Background: an optimization exercise with open tools, aiming at small area, a short achievable clock period and few clock cycles. Do not read the settings as production practice.
Function was checked by simulation only, so behaviour that the tests miss may differ from the original.
Power and IR drop assume default switching activity.

== run 1 ==
// fex_core
module fex_core (
    input  wire        clk,
    input  wire        rst,
    output reg         mem_valid,
    output reg         mem_we,
    output wire [15:0] mem_addr,
    output wire [3:0]  mem_bank,
    output reg  [7:0]  mem_wdata,
    input  wire        mem_ready,
    input  wire [7:0]  mem_rdata,
    output wire        in_ready,
    input  wire        in_valid,
    input  wire [7:0]  in_data,
    input  wire        in_end,
    output wire        out_valid,
    output wire [7:0]  out_data,
    output wire        halted,
    output reg  [1:0]  fault,
    input  wire [2:0]  dbg_sel,
    output wire [15:0] dbg_data
);
clock: 8.0 ns
lec_check: 0
cap_margin: 20
core_margin: 2
core_utilization: 40
setup_slack_margin: 4.2
slew_margin: 20
run.sh (not shown) runs the stock make flow with config.mk's settings and CLKGATE_MAP_FILE= SYNTH_SCRIPT=/design/flow/synth_recipe.tcl, a recipe that flattens the netlist after the stock synthesis.
Testbench counts of run 1, summed over its fixed seeds: cycles 151,979.
Input-level comparison between run 2 and run 1:
# run 1
export LEC_CHECK = 0
export CAP_MARGIN = 20
export CORE_MARGIN = 2
export CORE_UTILIZATION = 40
export SETUP_SLACK_MARGIN = 4.2
export SLEW_MARGIN = 20
create_clock -name core_clock -period 8.0 [get_ports {clk}]
# run 2
export LEC_CHECK = 0
export ABC_AREA = 1
export CAP_MARGIN = 20
export CORE_MARGIN = 2
export CORE_UTILIZATION = 40
export SLEW_MARGIN = 20
create_clock -name core_clock -period 8.0 [get_ports {clk}]
==> run notes <==
- From run 1 to run 2 the numbers moved as follows: fraction of power spent switching nets has increased, total via count after detailed routing now smaller, full die area higher.
- Going from run 1 to run 2, part of the power in registers grows by 1.9 points.
- Going from run 1 to run 2, the count of clock-buffer cells in the layout was found to have gone down by 14%.
- Comparing run 1 and run 2, buffer share of cell area is higher on run 1.
- dbg_data[3] as the termination of the worst setup path was reported by run 1, and dbg_data[15] by run 2.
- The first-iteration DRC count of run 2 falls short of that of run 1 by 503.
- Final weighted congestion in routability-driven placement (run 2 vs. run 1) decreases slightly
Setup changes, run 2 to run 3
# run 2
export LEC_CHECK = 0
export ABC_AREA = 1
export CAP_MARGIN = 20
export CORE_MARGIN = 2
export CORE_UTILIZATION = 40
export SLEW_MARGIN = 20
create_clock -name core_clock -period 8.0 [get_ports {clk}]
# run 3
export LEC_CHECK = 0
export CAP_MARGIN = 20
export CORE_MARGIN = 2
export CORE_UTILIZATION = 40
export SLEW_MARGIN = 20
create_clock -name core_clock -period 8.0 [get_ports {clk}]
==> run notes <==
Min mux contribution to synthesized area across run 3 and run 2: run 2. Changes observed in run 3 relative to run 2: final-report hold violation count stayed essentially flat, starting utilization of the core area stayed essentially flat. Compared to run 2, run 3 has switching share of power 6.3 points lower. Re normalized max-slew margin: run 2 was higher than run 3. When run 3 is measured against run 2, its post-detailed-route wirelength per cell turns out 12% higher. Between run 3 and run 2, the difference in final non-filler cell area is negligible.

---

fex_core, a different RTL version from the one above (not shown whole).
Size in the first run: ~2300 cells after synthesis, roughly 190 flip-flops, about 83 I/O pins, ~0.017 mm² of cells after synthesis.
==> flow/config.mk <==
export PLATFORM = sky130hd
export DESIGN_NAME = fex_core
export DESIGN_NICKNAME = fex_core
export VERILOG_FILES = /design/flow/design.v
export SDC_FILE = /design/flow/constraint.sdc
export NUM_CORES = 4
export LEC_CHECK = 0
export CAP_MARGIN = 20
export CORE_MARGIN = 2
export CORE_UTILIZATION = 40
export SETUP_SLACK_MARGIN = 3.3
export SLEW_MARGIN = 20
==> flow/constraint.sdc <==
create_clock -name core_clock -period 8.0 [get_ports {clk}]
set_input_delay 1.6000 -clock core_clock [delete_from_list [all_inputs] [get_ports {clk}]]
set_output_delay 1.6000 -clock core_clock [all_outputs]
set_load 0.01 [all_outputs]
Testbench counts at the start, summed over its fixed seeds: cycles 145,563.
Rerun with:
--- a/flow/config.mk
+++ b/flow/config.mk
@@ -11 +11 @@
-export SETUP_SLACK_MARGIN = 3.3
+export SETUP_SLACK_MARGIN = 3.5
What happened: Die area is unchanged. Combinational power goes up by about 3%. Cell count goes up by 0.75%. Register-to-register slack gets better by 0.20 ns. Routed wire length goes up by 1.5%. Global-route usage stays flat. Design area goes up by 2.4%. Power stays flat.
Rerun with:
--- a/flow/config.mk
+++ b/flow/config.mk
@@ -11 +11 @@
-export SETUP_SLACK_MARGIN = 3.5
+export SETUP_SLACK_MARGIN = 3.7
After rerunning:
- setup slack improves by 0.047 ns
- sequential power hardly moves
- die area stays the same
- worst hold slack degrades by 0.0045 ns
- core utilization rises by 1.9 points
- cell count rises by about 1.2%
Rerun with:
--- a/flow/config.mk
+++ b/flow/config.mk
@@ -11 +11,2 @@
-export SETUP_SLACK_MARGIN = 3.7
+export PLACE_DENSITY = 0.5
+export SETUP_SLACK_MARGIN = 3.5
Critical path depth climbs by 5.
Hold slack barely changes.
Routed wire length climbs slightly.
Worst setup slack gets worse by 0.18 ns.
Synthesized area is unchanged.
Clock power drops by a little under a tenth.

---

== main ==
Another version of the RTL of fex_core (not shown whole).
For scale: ~2400 cells after synthesis, ~200 flip-flops.
make LEC_CHECK=0 CAP_MARGIN=20 CORE_MARGIN=2 CORE_UTILIZATION=60 PLACE_DENSITY=0.75 SETUP_SLACK_MARGIN=3.5 SLEW_MARGIN=20 finish   # period 8.0 ns
Testbench counts of main, summed over its fixed seeds: cycles 145,563.
Modified inputs, the feature branch compared to main
diff --git a/flow/config.mk b/flow/config.mk
--- a/flow/config.mk
+++ b/flow/config.mk
@@ -8,6 +8,6 @@
 export CAP_MARGIN = 20
 export CORE_MARGIN = 2
-export CORE_UTILIZATION = 60
-export PLACE_DENSITY = 0.75
+export CORE_UTILIZATION = 40
+export CTS_BUF_LIST = sky130_fd_sc_hd__clkbuf_4 sky130_fd_sc_hd__clkbuf_8
 export SETUP_SLACK_MARGIN = 3.5
 export SLEW_MARGIN = 20
--- outcome ---
Going from main to the feature branch, core utilization shrinks by 25 points.
The feature branch: maximum clock rate is about 2.8% higher than what main reported.
Taking main as the reference, in the feature branch clock-buffer cell count up about 90%; total power went down about 1.6%; number of buffers and inverters on the critical path up 2; shortest clock period the worst path allows after layout went down; number of fill cells went up by about 100%.
The feature branch ends up with higher worst setup slack than main does.
Sort the feature branch and main by number of signal-net buffers in the layout asc -> top: main
The feature branch vs. main: cell area went up by about 0.3%.

-- port drivers added, routing unchanged --
The results above use ideal ports. As a check the final layouts listed here were re-extracted and re-timed, cells and wires unchanged.
Step 1 sets driving cells, clkbuf_16 on the clock port and buf_2 on the other inputs (assumed; they add their load-dependent delay and slew).
Step 2 also shifts input and output timing later by t, the mid clock arrival at the registers, as if the neighbouring blocks saw the same clock.
Slacks: ideal ports / drivers / drivers and shift; pairs: ideal ports / drivers.
run | t, ns | setup slack, ns | worst hold slack (ns) | clock arrival spread, ns
run 1 | 0.623 | 3.638 / 3.456 / 3.368 | 0.459 / 0.459 / 0.459 | 0.015 / 0.015
run 2 | 0.647 | 1.493 / 1.465 / 1.465 | 0.471 / 0.471 / 0.471 | 0.029 / 0.029
run 3 | 0.647 | 1.584 / 1.559 / 1.559 | 0.459 / 0.459 / 0.459 | 0.015 / 0.016
the first run of note 2 | 0.571 | 3.280 / 3.259 / 2.743 | 0.464 / 0.464 / 0.464 | 0.012 / 0.013
the second run of note 2 | 0.529 | 3.540 / 3.391 / 3.060 | 0.466 / 0.466 / 0.466 | 0.020 / 0.020
the third run of note 2 | 0.533 | 3.587 / 3.399 / 3.262 | 0.462 / 0.462 / 0.462 | 0.018 / 0.018
the fourth run of note 2 | 0.565 | 3.406 / 3.322 / 2.884 | 0.462 / 0.462 / 0.462 | 0.011 / 0.011
main | 0.596 | 3.377 / 3.288 / 2.928 | 0.468 / 0.468 / 0.468 | 0.016 / 0.016
the feature branch | 0.653 | 3.503 / 3.391 / 2.931 | 0.457 / 0.457 / 0.457 | 0.031 / 0.031
After both steps setup and hold are still met in every run listed. For the feature branch, which loses most, drivers alone change the setup slack by -0.112 ns; drivers and shift together by -0.572 ns.
